This is an optimization exercise on Yosys and OpenROAD, whose aim is small area, not a production implementation.
Only simulation tests tie the RTL to the original design; equivalence was not proved.
Power and IR drop assume default switching activity.

==> inputs of delta <==
==> flow/design.v (excerpt) <==
module ibm2ieee (
    input  wire        clk,
    input  wire        rst,
    input  wire        in_valid,
    input  wire [1:0]  op,
    input  wire [63:0] src,
    output reg         out_valid,
    output reg  [63:0] result
);
==> flow/config.mk <==
export PLATFORM = sky130hd
export DESIGN_NAME = ibm2ieee
export DESIGN_NICKNAME = ibm2ieee
export VERILOG_FILES = /design/flow/design.v
export SDC_FILE = /design/flow/constraint.sdc
export NUM_CORES = 4
export LEC_CHECK = 0
export CAP_MARGIN = 20
export CORE_MARGIN = 2
export CORE_UTILIZATION = 40
export SLEW_MARGIN = 20
==> flow/constraint.sdc <==
create_clock -name core_clock -period 18.0 [get_ports {clk}]
set_input_delay 3.6000 -clock core_clock [delete_from_list [all_inputs] [get_ports {clk}]]
set_output_delay 3.6000 -clock core_clock [all_outputs]
set_load 0.01 [all_outputs]
standard.sh (not shown) runs the stock make flow with config.mk's settings and CLKGATE_MAP_FILE= SYNTH_SCRIPT=/design/flow/synth_recipe.tcl, a recipe that flattens the netlist after the stock synthesis.
==> flow/flow/run.sh <==
#!/bin/bash
# probe: run the standard flow unchanged, logging its output
bash standard.sh > standard.log 2>&1
==> pepper (differences from delta) <==
==> flow/run.sh (new file) <==
#!/bin/bash
# synth_recipe.tcl (not shown) runs the flow's synth.tcl, then flattens the netlist and writes it again
# the make line also repeats each setting of config.mk as NAME=value (left out here)
make -C /OpenROAD-flow-scripts/flow DESIGN_CONFIG=/design/flow/config.mk WORK_HOME=/design/flow/orfs CLKGATE_MAP_FILE= SYNTH_SCRIPT=/design/flow/synth_recipe.tcl finish
- ABC_AREA: default -> 1
removed: flow/flow/run.sh
removed: flow/standard.sh
==> comparison <==
- Of delta and pepper, pepper has the higher worst setup slack (gap 0.78 ns).
- Against pepper, the first-iteration DRC count of delta is higher by 72%.
- In sequential power, delta and pepper hardly differ.
- Clock power is about the same in delta and pepper.

* * *

==> branch maple: inputs <==
Starting RTL as in the previous note.
==> module ibm2ieee_conv, before the edit <==
module ibm2ieee_conv (
    input  wire [1:0]  op,
    input  wire [63:0] p,
    output wire [63:0] r
);
    wire src64 = op[1];
    wire dst64 = op[0];
    wire       s = src64 ? p[63]    : p[31];
    wire [6:0] E = src64 ? p[62:56] : p[30:24];
    wire le32 = ~E[6] & (~E[5] | (E[4:0] == 5'd0));
    wire le26 = ~E[6] & ~E[5] & ~(E[4] & E[3] & (E[2] | (E[1] & E[0])));
    wire mode = ~dst64 & le32;
    wire zap  = ~dst64 & le26;
    wire [55:0] F56 = src64 ? p[55:0] : {p[23:0], 32'b0};
    wire [55:0] X   = zap  ? 56'd0 :
                      mode ? {24'd0, F56[55:24]} : F56;
    wire        st_lo = mode & src64 & (|p[23:0]);
    wire [3:0] hi4 = mode ? (E[3:0] + 4'd5) : (E[3:0] - 4'd1);
    wire       sat = dst64 | (E > 7'd48);
    wire [5:0] lim = sat ? 6'd63 : {hi4, 2'b01};
    wire [55:0] c5 = X;
    wire        g5 = (c5[55:24] == 0) & (6'd32 <= lim);
    wire [5:0]  a5 = {g5, 5'd0};
    wire [55:0] c4 = g5 ? {c5[23:0], 32'd0} : c5;
    wire        g4 = (c4[55:40] == 0) & ((a5 | 6'd16) <= lim);
    wire [5:0]  a4 = a5 | {1'b0, g4, 4'd0};
    wire [55:0] c3 = g4 ? {c4[39:0], 16'd0} : c4;
    wire        g3 = (c3[55:48] == 0) & ((a4 | 6'd8) <= lim);
    wire [5:0]  a3 = a4 | {2'b0, g3, 3'd0};
    wire [55:0] c2 = g3 ? {c3[47:0], 8'd0} : c3;
    wire        g2 = (c2[55:52] == 0) & ((a3 | 6'd4) <= lim);
    wire [5:0]  a2 = a3 | {3'b0, g2, 2'd0};
    wire [55:0] c1 = g2 ? {c2[51:0], 4'd0} : c2;
    wire        g1 = (c1[55:54] == 0) & ((a2 | 6'd2) <= lim);
    wire [5:0]  a1 = a2 | {4'b0, g1, 1'd0};
    wire [55:0] c0 = g1 ? {c1[53:0], 2'd0} : c1;
    wire        g0 = ~c0[55] & ((a1 | 6'd1) <= lim);
    wire [5:0]  A  = a1 | {5'b0, g0};
    wire [55:0] N  = g0 ? {c0[54:0], 1'd0} : c0;
    wire [8:0]  T   = {E, 2'b00} - {3'b0, A};
    wire [10:0] e   = {2'b0, E, 2'b00} - {5'b0, A} + (dst64 ? 11'd766 : 11'd1918);
    wire        ovf = ~dst64 & N[55] & (T >= 9'd385);
    wire [10:0] ef  = N[55] ? e : 11'd0;
    wire lsb = dst64 ? N[3] : N[32];
    wire rb  = dst64 ? N[2] : N[31];
    wire st  = dst64 ? (N[1] | N[0]) : ((|N[30:0]) | st_lo);
    wire inc = rb & (lsb | st) & ~ovf;
    wire [62:0] W = dst64 ? {ef, N[54:3]} :
                    {31'd0, s, ovf ? 8'hFF : ef[7:0], ovf ? 23'd0 : N[54:32]};
    assign r = {dst64 & s, W + {62'd0, inc}};
endmodule
clock: 18.0 ns
lec_check: 0
cap_margin: 20
core_margin: 2
core_utilization: 40
slew_margin: 20
==> flow/flow/run.sh <==
#!/bin/bash
set -euo pipefail
HERE=$(pwd)
sed "s|SYNTH_SCRIPT=[^ ]*|SYNTH_SCRIPT=$HERE/flow/my_synth.tcl|" standard.sh > my_standard.sh
export MY_ABC_SCRIPT=$HERE/flow/abc.script
[ -n "${PORT_BUF:-}" ] && export BUFFER_PORTS_ARGS="-buffer_cell $PORT_BUF"
bash my_standard.sh > flow.log 2>&1
==> flow/flow/abc.script <==
strash
dch
amap
topo
==> flow/flow/my_synth.tcl <==
# The standard flow's synthesis script with ABC's mapping script replaced by an area-oriented one
proc synth {args} { yosys synth -nofsm -noshare {*}$args }
proc abc {args} {
  set i [lsearch -exact $args -script]
  if { $i >= 0 && [info exists ::env(MY_ABC_SCRIPT)] } {
    lset args [expr {$i + 1}] $::env(MY_ABC_SCRIPT)
  }
  puts "my abc: $args"
  yosys abc {*}$args
}
source $::env(SCRIPTS_DIR)/synth.tcl
# left out here: clear keep_hierarchy, flatten, clean up, hide names made inside functions, write 1_2_yosys.v
==> inputs of branch cedar, as changes to branch maple <==
--- a/flow/design.v
+++ b/flow/design.v
@@ -49,3 +49,18 @@
                     {31'd0, s, ovf ? 8'hFF : ef[7:0], ovf ? 23'd0 : N[54:32]};
-    assign r = {dst64 & s, W + {62'd0, inc}};
+    wire [7:0]  bp;                  
+    wire [8:0]  bc;                  
+    wire [62:0] c;
+    assign bc[0] = inc;
+    genvar b, j;
+    generate for (b = 0; b < 8; b = b + 1) begin : blk
+        localparam LO = 8 * b;
+        localparam HI = (b == 7) ? 62 : 8 * b + 7;
+        assign bp[b] = &W[HI:LO];
+        assign bc[b+1] = bc[b] & bp[b];
+        assign c[LO] = bc[b];
+        for (j = LO + 1; j <= HI; j = j + 1) begin : bt
+            assign c[j] = c[j-1] & W[j-1];
+        end
+    end endgenerate
+    assign r = {dst64 & s, W ^ c};
 endmodule
==> flow/flow/run.sh (replaced) <==
#!/bin/bash
set -euo pipefail
HERE=$(pwd)
sed "s|SYNTH_SCRIPT=[^ ]*|SYNTH_SCRIPT=$HERE/flow/my_synth.tcl|" standard.sh > my_standard.sh
export MY_ABC_SCRIPT=$HERE/flow/abc.script
export BUFFER_PORTS_ARGS="-buffer_cell sky130_fd_sc_hd__buf_1"
bash my_standard.sh > flow.log 2>&1
==> summary.txt <==
item                                                        branch maple  branch cedar
CLK BUF                                                               10             9
Number of filler instances in the final layout                      1753          1744
Status                                          timing/DRC/antenna clean  timing/DRC/antenna clean
Signal buffers share of area                                       14.5%         8.32%
Routed wirelength normalized by instance count                   21.0 um       19.2 um
Share of Yosys cell area claimed by the top area cell type         17.8%         19.3%
Arrival time worst endpoint                                     16.90 ns      16.61 ns
Slew at the pin with the worst max-slew slack                   0.762 ns      0.942 ns
Overall power of the completed layout                           0.800 mW      0.663 mW
Power in sequential cells                                       0.181 mW      0.179 mW
Via count of the first global-routing pass                          8814          7481
Number of buffers and inverters on the critical path                  13            12
Switching component of the power                                0.331 mW      0.274 mW
Met1 layer wirelength in the final routing                      14300 um      11800 um
Area enclosed by the die boundary                             0.0193 mm2    0.0179 mm2
Part of the total power dissipated in sequential elements          22.6%         26.9%
Total area of multi-input combinational cells                0.00624 mm2   0.00556 mm2
Vert. Die Dim                                                     139 um        134 um
Placed standard-cell area                                    0.00959 mm2   0.00806 mm2
Fraction of area in multi-input gates                              62.9%         66.5%
Clock share of power                                               24.4%         26.8%
Final critical-path required period                             16.63 ns      16.39 ns
Post-place setup slack                                           1.17 ns       1.35 ns

## what the ideal ports hide
No port has a modelled driver above. Below, the same layouts with a new extraction and two added sets of constraints.
Step 1 assumes that a clkbuf_16 drives the clock port and a buf_2 every other input.
Step 2 times the ports against the registers' clock, not the clock port: input delays grow and output delays shrink by t, the midpoint of the rising clock arrivals with the driver on.
Three values: no drivers, after step 1, after step 2; two values: the first two.
run | t, ns | slack for setup (ns) | pins driven straight from the clock port
delta | 0.387 | 1.032 / 1.054 / 0.668 | 1
pepper | 0.374 | 1.808 / 1.820 / 1.446 | 1
branch maple | 0.386 | 1.372 / 1.397 / 1.011 | 1
branch cedar | 0.378 | 1.612 / 1.632 / 1.255 | 1
After both steps every run listed still meets setup and hold. The setup slack of delta, which loses most, moves by +0.022 ns with the drivers and by -0.364 ns with both steps.
